Source: an optimization exercise on an open RTL-to-GDS flow (aim: small area, a short achievable clock period and few clock cycles). Production flows keep margins and buffers that such runs may drop. Power and IR drop assume default switching activity.

// sctp_dec
module sctp_dec (
    input  wire        clk,
    input  wire        rst,
    input  wire        in_valid,
    output wire        in_ready,
    input  wire [63:0] in_data,
    input  wire        in_last,
    input  wire [3:0]  in_cnt,
    output reg         ev_valid,
    input  wire        ev_ready,
    output wire [3:0]  ev_type,
    output wire [1:0]  ev_refk,
    output wire [31:0] ev_off,
    output wire [63:0] ev_value,
    output wire [31:0] ev_size,
    output reg         ev_fault,
    output reg  [2:0]  ev_cause
);
    reg [3:0]  ev_ty;
    reg [1:0]  ev_rk;
    reg [31:0] ev_hp;            
    reg [3:0]  ev_ad;            
    reg        ev_oz;            
    reg        ev_vq;            
    reg [63:0] ev_v;
    reg [31:0] ev_sz;
    reg        ev_z;             
    wire [4:0]  ev_ql = {1'b0, ev_hp[3:0]} + {1'b0, ev_ad};
    wire [27:0] ev_qi = ev_hp[31:4] + 28'd1;
    wire [31:0] ev_q  = {ev_ql[4] ? ev_qi : ev_hp[31:4], ev_ql[3:0]};
    assign ev_type  = ev_z ? (ev_fault ? 4'd0 : 4'd15) : ev_ty;
    assign ev_refk  = ev_z ? 2'd0 : ev_rk;
    assign ev_off   = ev_oz ? 32'd0 : ev_q;
    assign ev_value = ev_z ? 64'd0 : {ev_v[63:32], ev_vq ? ev_q : ev_v[31:0]};
    assign ev_size  = ev_z ? 32'd0 : ev_sz;
    localparam [1:0] REF_NULL  = 2'd0;
    localparam [1:0] REF_INBUF = 2'd1;
    localparam [1:0] REF_TEMP  = 2'd2;
  ...
For scale: about 3800 cells after synthesis, roughly 210 I/O pins, ~33000 sq um of cells after synthesis.
clock: 6.0 ns
lec_check: 0
cap_margin: 20
core_margin: 2
core_utilization: 40
setup_slack_margin: 2
slew_margin: 20
run.sh (not shown) runs the stock make flow with config.mk's settings and CLKGATE_MAP_FILE= SYNTH_SCRIPT=/design/flow/synth_recipe.tcl, a recipe that flattens the netlist after the stock synthesis.
The baseline produced a clean layout.
==> next run, changes <==
--- a/flow/design.v
+++ b/flow/design.v
@@ -46,18 +46,17 @@
     reg [23:0] pb;               
     reg        pl;               
     reg [2:0]  pm;               
     reg        skip;             
     reg        drain;            
     reg [7:0]  oh;               
     reg [2:0]  o;                
     reg [32:0] se;               
-    reg [4:0]  sof;              
-    reg        sprep;            
+    reg [4:0]  sof;
     reg [28:0] bpos;             
     assign in_ready = !e1v;
     wire inacc = in_valid && !e1v;
     wire slot_free = !ev_valid || ev_ready;
     reg        e0w;              
     reg        e1w;              
     reg        ek;               
     reg [18:0] mw;               
@@ -233,25 +232,17 @@
                 r_value = 64'd0; r_vq = 1'b1;
                 r_size = vl ? lval[31:0] : {28'd0, m};
                 r_ad = vl ? nb + 4'd1 : 4'd1;
             end
             default: ;
         endcase
     end
     wire        s_small = (se[32:5] == 28'd0);
-    wire [5:0]  s_es    = {1'b0, se[4:0]};
-    wire        sp_pop  = e0w && (se[32:3] != 30'd0);
-    wire [6:0]  sp_l0   = {2'b00, se[4:0]} + {2'b00, sof};
-    wire [6:0]  sp_l1   = {2'b00, se[4:0]} + ({2'b00, sof} - 7'd8);
-    wire [6:0]  sp_lo   = sp_pop ? sp_l1 : sp_l0;
-    wire [27:0] sp_inc  = se[32:5] + 28'd1;
-    wire [27:0] sp_dec  = ~(~se[32:5] + 28'd1);
-    wire [27:0] sp_hi   = sp_lo[6] ? sp_dec : sp_lo[5] ? sp_inc : se[32:5];
-    wire [32:0] se_prep = se[32] ? se : {sp_hi, sp_lo[4:0]};
+    wire [5:0]  s_es    = {1'b0, se[4:0]} + {1'b0, sof};
     wire [20:0] mw1     = {1'b0, mw, 1'b1};
     wire        s_fit   = s_small && (s_es < 6'd20) && mw1[s_es[4:0]];
     wire        s_ge8   = !s_small || (s_es[5:3] != 3'd0);
     wire        s_ge16  = !s_small || (s_es[5:4] != 2'd0);
     wire [29:0] se_dec  = se[32:3] - 30'd1;
     wire [5:0]  s_es_m8 = s_es - 6'd8;
     wire hdr   = !skip && !drain;
     wire hstep = hdr && slot_free;
@@ -261,18 +252,16 @@
     wire h_p2  = e1w && a_p2;
     wire h_p1  = e0w && a_p1 && !h_p2;
     reg pop1, pop2, newbuf, sk_emit, sk_fault;
     always @(*) begin
         pop1 = 1'b0; pop2 = 1'b0; newbuf = 1'b0; sk_emit = 1'b0; sk_fault = 1'b0;
         if (drain) begin
             pop1 = e0v;
             newbuf = e0v && e0l;
-        end else if (sprep) begin
-            pop1 = sp_pop;
         end else if (skip) begin
             if (s_fit) begin
                 sk_emit = 1'b1;
                 pop2 = s_ge16 && e1w;
                 pop1 = s_ge8 && e0w && !pop2;
             end else if (ek) begin
                 sk_fault = 1'b1;
                 newbuf = 1'b1;
@@ -347,43 +336,39 @@
             e0m <= 8'd0; e1m <= 8'd0;
             pl <= 1'b0; pm <= 3'b111;
             e0w <= 1'b0; e1w <= 1'b0; ek <= 1'b0; mw <= 19'b111;
             skip <= 1'b0; drain <= 1'b0;
             oh <= 8'b0000_1000;
             o <= 3'd3;
             se <= 33'd0;
             sof <= 5'd0;
-            sprep <= 1'b0;
             bpos <= 29'd0;
             ev_valid <= 1'b0;
         end else begin
             e0v <= n_e0v; e1v <= n_e1v; e0l <= n_e0l; e1l <= n_e1l;
             e0m <= n_e0m; e1m <= n_e1m; pl <= n_pl; pm <= n_pm;
             e0w <= n_e0w; e1w <= n_e1w; ek <= n_ek; mw <= n_mw;
             if (newbuf)
                 bpos <= 29'd0;
             else if (pop2)
                 bpos <= bp2;
             else if (pop1)
                 bpos <= bp1;
             if (newbuf) begin
-                skip <= 1'b0; drain <= 1'b0; sprep <= 1'b0;
+                skip <= 1'b0; drain <= 1'b0;
                 oh <= 8'b0000_1000;
                 o <= 3'd3;
-            end else if (sprep) begin
-                sprep <= 1'b0;
-                se    <= se_prep;
-                sof   <= 5'd0;
             end else if (skip) begin
                 if (sk_emit) skip <= 1'b0;
                 oh <= 8'd1 << s_es[2:0];
                 o <= s_es[2:0];
                 if (s_small) begin
                     se  <= {27'd0, pop1 ? s_es_m8 : s_es};
+                    sof <= 5'd0;
                 end else begin
                     if (pop1) se <= {se_dec, se[2:0]};
                 end
             end else if (hstep) begin
                 if (term) drain <= 1'b1;
                 if (adv) begin
                     oh <= ohn;
                     o  <= {ohn[7] | ohn[6] | ohn[5] | ohn[4],
@@ -394,17 +379,16 @@
                     skip <= 1'b1;
                     se   <= {28'd0, vs_hi, ohn[7] | ohn[6] | ohn[5] | ohn[4],
                              ohn[7] | ohn[6] | ohn[3] | ohn[2],
                              ohn[7] | ohn[5] | ohn[3] | ohn[1]};
                     sof  <= 5'd0;
                 end
                 if (vlsk) begin                  
                     skip <= 1'b1;
-                    sprep <= 1'b1;
                     se   <= vl_huge ? {33{1'b1}} : {1'b0, lval[31:0]};
                     sof  <= {vs_hi, ohn[7] | ohn[6] | ohn[5] | ohn[4],
                              ohn[7] | ohn[6] | ohn[3] | ohn[2],
                              ohn[7] | ohn[5] | ohn[3] | ohn[1]};
                 end
             end
             if (ev_valid && ev_ready)
                 ev_valid <= 1'b0;
Combinational power grows by about 4%; die area shrinks by about 4%; global-route usage grows by 0.76 points; total power grows by about 3%; flip-flop and latch count shrinks by 1; count of clock-buffer cells in the layout shrinks by 6; wire length shrinks by 3.0%; via count shrinks by about 4%; setup slack got worse by 0.099 ns; clock skew shrinks by 0.011 ns; fmax shrinks by about 2.1%; worst hold slack got worse by 0.014 ns; cell area grows by 0.47%.
No run of this note included a check of the RTL's function; only the layout flow was run.

==> afterwards: timing with drivers on the ports <==
In the flow no input, the clock included, has a driving cell. The finished layouts below were timed again as built, in two steps. Step 1 sets driving cells, clkbuf_16 on the clock port and buf_2 on the other inputs (assumed; they add their load-dependent delay and slew). Step 2 times the ports against the registers' clock, not the clock port: input delays grow and output delays shrink by t, the midpoint of the rising clock arrivals with the driver on. Three values: ideal ports, drivers, drivers and shift; two values: the first two.
run	t, ns	setup WS [ns]	worst register clock-pin slew, ns
the first run	0.674	1.488 / 1.483 / 1.488	0.07 / 0.07
the second run	0.682	1.390 / 1.318 / 1.155	0.07 / 0.07
After both steps setup and hold are still met in every run listed. For the second run, which loses most, drivers alone change the setup slack by -0.072 ns; drivers and shift together by -0.235 ns.
